Source: an optimization exercise on an open RTL-to-GDS flow (aim: small area, a short achievable clock period and few clock cycles). Production flows keep margins and buffers that such runs may drop. At most, simulation tests tie the RTL to the original design; equivalence was not proved. Power is estimated from default activity; no workload was simulated.

==> flow/design.v (excerpt) <==
module nasa_scale_enc (
    input  wire        clk,
    input  wire        rst,
    input  wire        start,
    input  wire [31:0] q_num,       
    input  wire [15:0] q_den,       
    input  wire [15:0] a_num,       
    input  wire [15:0] a_den,       
    input  wire [1:0]  width,       
    input  wire        is_signed,
    output wire        ready,
    output reg         done,
    output wire [31:0] bytes_out,
    output reg         range_err
);
Size: about 1500 cells after synthesis, roughly 150 flip-flops, roughly 12000 um^2 of cells after synthesis.
==> flow/config.mk <==
export PLATFORM = sky130hd
export DESIGN_NAME = nasa_scale_enc
export DESIGN_NICKNAME = nasa_scale_enc
export VERILOG_FILES = /design/flow/design.v
export SDC_FILE = /design/flow/constraint.sdc
export NUM_CORES = 4
export LEC_CHECK = 0
export CAP_MARGIN = 20
export CORE_MARGIN = 2
export CORE_UTILIZATION = 40
export SLEW_MARGIN = 20
==> flow/constraint.sdc <==
create_clock -name core_clock -period 12.0 [get_ports {clk}]
set_input_delay 2.4000 -clock core_clock [delete_from_list [all_inputs] [get_ports {clk}]]
set_output_delay 2.4000 -clock core_clock [all_outputs]
set_load 0.01 [all_outputs]
standard.sh (not shown) runs the stock make flow with config.mk's settings and CLKGATE_MAP_FILE= SYNTH_SCRIPT=/design/flow/synth_recipe.tcl, a recipe that flattens the netlist after the stock synthesis.
==> flow/flow/run.sh <==
#!/bin/bash
bash standard.sh SETUP_SLACK_MARGIN=8 finish > standard.log 2>&1
The first run finished with timing, DRC and antenna clean.
==> next run, changes <==
==> flow/flow/run.sh (replaced) <==
#!/bin/bash
bash standard.sh SETUP_SLACK_MARGIN=9 finish > standard.log 2>&1
Effect: Power rises by about 3%; wire length falls by 1.1%; count of clock-buffer cells in the layout is unchanged.
No functional check of the RTL was part of any run of this note.

the baseline:
Another version of the RTL of nasa_scale_enc (not shown whole).
Size in the first run: ~1400 cells after synthesis, ~120 I/O pins, ~12000 µm² of cells after synthesis.
==> flow/config.mk <==
export PLATFORM = sky130hd
export DESIGN_NAME = nasa_scale_enc
export DESIGN_NICKNAME = nasa_scale_enc
export VERILOG_FILES = /design/flow/design.v
export SDC_FILE = /design/flow/constraint.sdc
export NUM_CORES = 4
export LEC_CHECK = 0
export CAP_MARGIN = 20
export CORE_MARGIN = 2
export CORE_UTILIZATION = 40
export SLEW_MARGIN = 20
==> flow/constraint.sdc <==
create_clock -name core_clock -period 12.0 [get_ports {clk}]
set_input_delay 2.4000 -clock core_clock [delete_from_list [all_inputs] [get_ports {clk}]]
set_output_delay 2.4000 -clock core_clock [all_outputs]
set_load 0.01 [all_outputs]
==> flow/flow/run.sh <==
#!/bin/bash
bash standard.sh SETUP_SLACK_MARGIN=8 TNS_END_PERCENT=0 finish > standard.log 2>&1
The following lists how the candidate was set up differently from the baseline:
==> flow/flow/run.sh <==
#!/bin/bash
bash standard.sh SETUP_SLACK_MARGIN=8 finish > standard.log 2>&1
[summary]
The candidate: flow completed, timing, DRC and antenna clean. | flip-flop and latch count | the candidate vs the baseline | ≈ equal |. Critical path arrival delta for the candidate relative to the baseline: 2.53 ns higher. Looking at setup slack across both flows, the candidate is the stronger of the two, with the baseline trailing.
No functional check of the RTL was part of any run of this note.

== main ==
nasa_scale_enc, a different RTL version from the one above (not shown whole).
Size in the first run: roughly 150 flip-flops, roughly 12000 um^2 of cells after synthesis.
clock: 12.0 ns
lec_check: 0
cap_margin: 20
core_margin: 2
core_utilization: 40
slew_margin: 20
==> flow/flow/run.sh <==
#!/bin/bash
bash standard.sh SETUP_SLACK_MARGIN=8 TNS_END_PERCENT=0 finish > standard.log 2>&1
main was carried through to the last stage, and its layout satisfied the timing, design-rule and antenna checks.
Testbench counts of main, summed over its fixed seeds: cycles 76,081.
Setup changes, main to the feature branch
==> flow/flow/run.sh <==
#!/bin/bash
bash standard.sh SETUP_SLACK_MARGIN=8 finish > standard.log 2>&1
[summary]
- Reported for the feature branch and main, worst setup slack after placement turned out identical to the last digit.
- For main, the beginning of the critical path was x[26]$_DFFE_PP_, unlike the feature branch, where it was x[65]$_DFFE_PP_.
- Design area | the feature branch above main
- Diff main..the feature branch | non-clock inverter total of the final layout | unchanged
- Power: the feature branch draws more than main
- Taking main as the reference point, the clock period minus final worst setup slack of the feature branch falls by 0.31 ns.

what the ideal ports hide:
In the flow no input, the clock included, has a driving cell. The finished layouts below were timed again as built, in two steps. Step 1 (the two cells are an assumption about what drives the block):
set clk [get_ports {clk}]
set_driving_cell -lib_cell sky130_fd_sc_hd__clkbuf_16 $clk
set_driving_cell -lib_cell sky130_fd_sc_hd__buf_2 [delete_from_list [all_inputs] $clk]
Step 2, shift: input delay + t, output delay - t, t = (earliest + latest rising clock arrival at the registers) / 2. This alone moves slack from input paths to output paths. Slacks: ideal ports / drivers / drivers and shift; pairs: ideal ports / drivers.
run	shift t [ns]	slack for setup (ns)	worst setup path at the end	slew at the worst register clock pin (ns)
the first run of note 1	0.490	7.465 / 7.465 / 7.465	register to register	0.08 / 0.08
the second run of note 1	0.489	7.508 / 7.508 / 7.508	register to register	0.08 / 0.08
the baseline	0.481	7.625 / 7.577 / 7.676	input to register	0.07 / 0.07
the candidate	0.495	7.851 / 7.851 / 7.686	input to register	0.08 / 0.08
main	0.483	7.668 / 7.621 / 7.739	register to register	0.08 / 0.08
the feature branch	0.483	7.977 / 7.968 / 7.724	input to register	0.08 / 0.08
After both steps every run listed still meets setup and hold. The setup slack of the feature branch, which loses most, moves by -0.009 ns with the drivers and by -0.253 ns with both steps.
